Background: an optimization exercise with open tools, aiming at small area, a short achievable clock period and few clock cycles per item. Do not read the settings as production practice. Function was checked by simulation only, so behaviour that the tests miss may differ from the original. Power and IR drop assume default switching activity.

[config.mk]
export PLATFORM = sky130hd
export DESIGN_NAME = chi_bf
export DESIGN_NICKNAME = chi_bf
export VERILOG_FILES = /design/flow/design.v
export SDC_FILE = /design/flow/constraint.sdc
export NUM_CORES = 4
export LEC_CHECK = 0
export CAP_MARGIN = 20
export CORE_MARGIN = 2
export CORE_UTILIZATION = 30
export SLEW_MARGIN = 20
[constraint.sdc]
create_clock -name core_clock -period 12.0 [get_ports {clk}]
set_input_delay 2.4000 -clock core_clock [delete_from_list [all_inputs] [get_ports {clk}]]
set_output_delay 2.4000 -clock core_clock [all_outputs]
set_load 0.01 [all_outputs]
[design.v]
module chi_bf (
    input  wire         clk,
    input  wire         rst,           
    input  wire         cmd_valid,
    output wire         cmd_ready,
    input  wire         cmd_setup,     
    input  wire         cmd_dec,       
    input  wire [447:0] cmd_key,       
    input  wire [5:0]   cmd_keylen,    
    input  wire [63:0]  cmd_block,     
    output reg          out_valid,
    output reg  [63:0]  out_block,
    output wire [31:0]  sb_raddr,      
    input  wire [127:0] sb_rdata,      
    output wire         sb_init,       
    output wire         sb_we,
    output wire [1:0]   sb_wtab,
    output wire [6:0]   sb_widx,       
    output wire [63:0]  sb_wdata       
);
    localparam [2:0] S_IDLE  = 3'd0,
                     S_KEYX  = 3'd1,
                     S_RNDA  = 3'd2,
                     S_RNDB  = 3'd3,
                     S_FINAL = 3'd4;
    function [31:0] p_init;
        input [4:0] i;
        begin
            case (i)
                5'd0:  p_init = 32'h243F6A88;
                5'd1:  p_init = 32'h85A308D3;
                5'd2:  p_init = 32'h13198A2E;
                5'd3:  p_init = 32'h03707344;
                5'd4:  p_init = 32'hA4093822;
                5'd5:  p_init = 32'h299F31D0;
                5'd6:  p_init = 32'h082EFA98;
                5'd7:  p_init = 32'hEC4E6C89;
                5'd8:  p_init = 32'h452821E6;
                5'd9:  p_init = 32'h38D01377;
                5'd10: p_init = 32'hBE5466CF;
                5'd11: p_init = 32'h34E90C6C;
                5'd12: p_init = 32'hC0AC29B7;
                5'd13: p_init = 32'hC97C50DD;
                5'd14: p_init = 32'h3F84D5B5;
                5'd15: p_init = 32'hB5470917;
                5'd16: p_init = 32'h9216D5D9;
                default: p_init = 32'h8979FB1B;
            endcase
        end
    endfunction
    reg [2:0]   state;
    reg [575:0] p;           
    reg [447:0] key;
    reg [5:0]   keylen;
    reg [5:0]   kp;          
    reg [4:0]   kidx;        
    reg [31:0]  l, r;
    reg [3:0]   rnd;
    reg         dec;
    reg         sched;       
    reg [9:0]   ks_cnt;      
    assign cmd_ready = (state == S_IDLE);
    wire [5:0] k0 = kp;
    wire [5:0] k1 = (k0 + 6'd1 == keylen) ? 6'd0 : k0 + 6'd1;
    wire [5:0] k2 = (k1 + 6'd1 == keylen) ? 6'd0 : k1 + 6'd1;
    wire [5:0] k3 = (k2 + 6'd1 == keylen) ? 6'd0 : k2 + 6'd1;
    wire [5:0] k4 = (k3 + 6'd1 == keylen) ? 6'd0 : k3 + 6'd1;
    wire [31:0] kword = {key[{k0, 3'b000} +: 8], key[{k1, 3'b000} +: 8],
                         key[{k2, 3'b000} +: 8], key[{k3, 3'b000} +: 8]};
    wire [4:0]  ridx = dec ? (5'd17 - {1'b0, rnd}) : {1'b0, rnd};
    wire [31:0] xl   = l ^ p[{ridx, 5'b00000} +: 32];
    wire [31:0] addr = (state == S_RNDA) ? xl : 32'd0;
    assign sb_raddr  = {addr[7:0], addr[15:8], addr[23:16], addr[31:24]};
    wire [31:0] s0 = sb_rdata[31:0];
    wire [31:0] s1 = sb_rdata[63:32];
    wire [31:0] s2 = sb_rdata[95:64];
    wire [31:0] s3 = sb_rdata[127:96];
    wire [31:0] f  = ((s0 + s1) ^ s2) + s3;
    wire [31:0] res_l = r ^ (dec ? p[31:0]  : p[575:544]);
    wire [31:0] res_r = l ^ (dec ? p[63:32] : p[543:512]);
    wire [9:0] sidx  = ks_cnt - 10'd9;
    assign sb_init  = (state == S_KEYX) && (kidx == 5'd0);
    assign sb_we    = (state == S_FINAL) && sched && (ks_cnt >= 10'd9);
    assign sb_wtab  = sidx[8:7];
    assign sb_widx  = sidx[6:0];
    assign sb_wdata = {res_l, res_r};
    integer i;
    always @(posedge clk) begin
        if (rst) begin
            state     <= S_IDLE;
            out_valid <= 1'b0;
            sched     <= 1'b0;
        end else begin
            out_valid <= 1'b0;
            case (state)
                S_IDLE: begin
                    if (cmd_valid) begin
                        if (cmd_setup) begin
                            for (i = 0; i < 18; i = i + 1)
                                p[32*i +: 32] <= p_init(i[4:0]);
                            key    <= cmd_key;
                            keylen <= cmd_keylen;
                            kp     <= 6'd0;
                            kidx   <= 5'd0;
                            state  <= S_KEYX;
                        end else begin
                            l     <= cmd_block[63:32];
                            r     <= cmd_block[31:0];
                            dec   <= cmd_dec;
                            sched <= 1'b0;
                            rnd   <= 4'd0;
                            state <= S_RNDA;
                        end
                    end
                end
                S_KEYX: begin
                    p[{kidx, 5'b00000} +: 32] <= p[{kidx, 5'b00000} +: 32] ^ kword;
                    kp      <= k4;
                    kidx    <= kidx + 5'd1;
                    if (kidx == 5'd17) begin
                        l      <= 32'd0;
                        r      <= 32'd0;
                        dec    <= 1'b0;
                        sched  <= 1'b1;
                        ks_cnt <= 10'd0;
                        rnd    <= 4'd0;
                        state  <= S_RNDA;
                    end
                end
                S_RNDA: begin
                    l     <= xl;
                    state <= S_RNDB;
                end
                S_RNDB: begin
                    l   <= r ^ f;
                    r   <= l;
                    rnd <= rnd + 4'd1;
                    state <= (rnd == 4'd15) ? S_FINAL : S_RNDA;
                end
                S_FINAL: begin
                    l   <= res_l;
                    r   <= res_r;
                    rnd <= 4'd0;
                    if (sched) begin
                        if (ks_cnt < 10'd9) begin
                            p[{ks_cnt[3:0], 6'b000000} +: 64] <= {res_r, res_l};
                        end
                        ks_cnt <= ks_cnt + 10'd1;
                        if (ks_cnt == 10'd520) begin
                            sched <= 1'b0;
                            state <= S_IDLE;
                        end else begin
                            state <= S_RNDA;
                        end
                    end else begin
                        out_valid <= 1'b1;
                        out_block <= {res_l, res_r};
                        state     <= S_IDLE;
                    end
                end
                default: state <= S_IDLE;
            endcase
        end
    end
endmodule
[run.sh]
#!/bin/bash
# synth_recipe.tcl (not shown) runs the flow's synth.tcl, then flattens the netlist and writes it again
# the make line also repeats each setting of config.mk as NAME=value (left out here)
make -C /OpenROAD-flow-scripts/flow DESIGN_CONFIG=/design/flow/config.mk WORK_HOME=/design/flow/orfs CLKGATE_MAP_FILE= SYNTH_SCRIPT=/design/flow/synth_recipe.tcl finish
==> results.txt <==
## state kept, by name (all words and copies together) (netlist names)
signal	cells
p	576
key	448
out_block	64
l	32
r	32
ks_cnt	10
keylen	6
kp	6
kidx	5
rnd	4
state	3
dec	1
out_valid	1
sched	1
## where the power goes
part	internal, mW	switching, mW	total (mW)
Clock	2.57	1.89	4.46
Sequential	4.98	0.330	5.31
Combinational	2.20	4.36	6.57
## cells by family after synthesis
family                   after synthesis  synth area share, %
buffers and inverters                951                 4.53
XOR/XNOR                             276                 2.99
multiplexers                         764                 14.7
AND/OR/NAND/NOR                     2260                 11.7
AO/OA/AOI/OAI                       2708                 22.0
adder cells (fa/ha/maj)               81                 1.23
flip-flops                          1189                 42.8
## worst paths after layout
| path | slack (ns) | to | depth (start not counted) | start |
|---|---|---|---|---|
| max | 1.24 | p[519]$_DFFE_PP_ | 31 | kp[2]$_SDFFCE_PP0P_ |
| min | 0.56 | out_valid$_SDFF_PP0_ | 1 | sched$_SDFFE_PP0P_ |
| max reg2reg | 1.24 | p[519]$_DFFE_PP_ | 31 | kp[2]$_SDFFCE_PP0P_ |
| min reg2reg | 0.56 | out_valid$_SDFF_PP0_ | 1 | sched$_SDFFE_PP0P_ |
## layout make-up
cell class | instances | share of cell area [%]
diodes | 17 | 0.0424
clock buffers | 184 | 3.93
clock inverters | 74 | 0.691
inverters | 88 | 0.338
multi-input cells | 6089 | 44.4
flip-flops and latches | 1189 | 35.5
well taps | 3705 | 4.62
repair buffers | 1101 | 10.4
## stage by stage
stage          power [mW]  instance area, µm²  utilization (%)  hold WS [ns]
4_1_cts              16.1              100000             36.2         0.556
5_1_grt              16.8              100000             36.3         0.599
2_1_floorplan        9.13               83400                -         0.465
3_3_place_gp         11.6               95500             34.5         0.558
3_5_place_dp         11.7               95600             34.6         0.539
6_report             16.3              100000             36.3         0.556
## cell usage in the layout, fill, tap and decap left out, types with 30 or more instances in the layout
master           count
edfxtp_1          1184
clkdlybuf4s50_1    823
o221ai_1           204
nor2_1             623
mux4_2             367
a211oi_1            53
o21ai_1             68
a21o_1              32
and3_1              93
and2_1              58
clkbuf_1            31
o21ai_0            343
xor2_1              97
a311oi_1           107
inv_1               78
xnor2_1            158
clkbuf_16          153
o32ai_1             47
mux2i_1            385
a21oi_1            678
a31oi_1             92
nand3_1            226
a22oi_1            270
o31ai_1             30
nand2_1            884
buf_4              262
a221oi_1           328
nor3_1             197
o22ai_1            222
o211ai_1            30
ha_1                78
## layer usage
layer	GRT usage, %	wire [µm]	vias up
li1	-	-	33285
met5	0	127	-
met3	8.18	54400	1367
met1	36.3	156000	39303
met2	42.6	180000	7185
met4	16.1	28200	18
==> impl_metrics.py <==
metrics = {
    "run_status": {
        "outcome": "finished clean",
    },
    "routing": {
        "via_per_inst": 6.52,
        "drtIter0Drc": 14125,
        "num_vias": 81158,
        "detail_route.first_pass.iterations": 9,
        "drc": 0,
        "routedWlPerCell_um": 33.7,
        "antenna_left": 0,
        "wl_um": 419000,
    },
    "finish": {
        "layout.cells.non_filler": 12447,
        "area_delta_synth_final_pct": 20.3,
        "multiInputGateArea_um2": 44500,
        "regArea_um2": 35700,
        "fin_nets": 9352,
        "drive_gt1_share_pct": 11.3,
        "fill_cells": 27125,
    },
    "critical_path": {
        "start_kind": "flop",
        "worstPathMaxFanout": 41,
        "path_delay_family": "compound AO/OA/AOI/OAI gates",
        "critPathRequiredTime_ns": 12.61,
        "arrival_ns": 11.36,
        "path_class": "flop to flop",
        "cp_num_buf_inv": 4,
        "crit_path_top_delay_cell": "a211oi_1",
        "crit_path_end_kind": "flop",
        "critPathMaxStageDelay_ns": 0.79,
    },
    "cts": {
        "hold_buffers": 0,
        "post_cts_resize_count": 0,
        "numCtsBuffers": 151,
        "clkSlewWorstSetupHoldPaths_ns": 0.06,
        "insertion_delay_ns": 0.87,
        "clockBufferDepth": 4,
        "cts_tree": "done",
        "cts_root_buf": "clkbuf_16",
        "post_cts_buffers": 0,
        "cts.sinks": 1189,
        "ctsHtreeMaxLevel": 4,
    },
    "placed_design": {
        "io_buffer_count": 823,
        "dp.cells": 12170,
        "gp_congestion": 0.989,
        "place_ws_ns": 1.39,
        "dp_hpwl_um": 289000,
    },
    "power_and_ir_drop": {
        "p_leak_nw": 33.7,
        "ir_drop_mv": 0.106,
        "power_density_nw_per_um2": 163,
    },
    "die": {
        "core_um2": 276000,
        "fp.dieH_um": 531,
        "rows": 193,
        "initial_utilization_pct": 30.2,
        "chipWidth_um": 531,
        "ios": 824,
        "die_area_um2": 282000,
    },
    "global_route": {
        "grt_pass1_wl_um": 581000,
        "grt-ovfl-total": 0,
        "grtUsageTotal_pct": 28.3,
        "grt_pass1_vias": 74878,
        "grt_max_degree": 184,
        "antenna_found_initial": 37,
    },
    "timing": {
        "min_period_ns": 10.76,
        "setup_tns_ns": 0,
        "fin_crit_sh_pct": 89.6,
        "final-hold-violation-count": 0,
        "slew_viol_final": 0,
        "worst_pin_slew_ns": 1.28,
        "fin_skew_ns": 0.0899,
        "fin_ws_ns": 1.24,
        "timing.slew.headroom_pct": 14.2,
        "rsz0062_at_grt": "no",
        "setup_viol": 0,
        "clock.fmax_mhz": 93.0,
    },
    "synth": {
        "synth.most_common_cell": "edfxtp_1",
        "syn-instance-count": 8229,
        "synthTopCellsByCount": "edfxtp_1 (1,184), nand2_1 (904), a21oi_1 (682)",
        "synthArstFlopShare_pct": 0,
        "synth_enable_flop_cells": 1184,
        "ys_types": 94,
        "ys_seq_elements": 1189,
        "synth_top_area_cell": "edfxtp_1",
        "syn-num-nets": 8961,
        "syn_avg_cell_area_um2": 10.1,
        "ys_top_cells_by_area": "edfxtp_1 (43%), mux4_2 (9.9%), mux2i_1 (4.6%)",
        "seq_area_frac_synth_pct": 42.8,
        "synth_ff_type": "edfxtp_1",
        "yosysWarnings": 1,
        "mappedNetlistArea_um2": 83400,
        "synth_top_area_share_pct": 42.6,
    },
    "min_path": {
        "hold_path_class": "flop to flop",
    },
    "flow_run": {
        "cap_violations": 0,
    },
}
Testbench counts, summed over its fixed seeds: cycles 310,992, blocks 3,072.

==> static timing again, ports no longer ideal <==
The results above use ideal ports. As a check the final layout listed here was re-extracted and re-timed, cells and wires unchanged. Step 1, drivers: a clkbuf_16 drives clk and a buf_2 each remaining input, both assumed. Step 2 times the ports against the registers' clock, not the clock port: input delays grow and output delays shrink by t, the midpoint of the rising clock arrivals with the driver on. Three values: no drivers, after step 1, after step 2; two values: the first two.
t, ns: 0.906
slack for setup (ns): 1.244 / 1.244 / 1.244
worst hold slack (ns): 0.556 / 0.556 / 0.556
After both steps setup and hold are still met in this run. For this run, drivers alone change the setup slack by 0.000 ns; drivers and shift together by 0.000 ns.
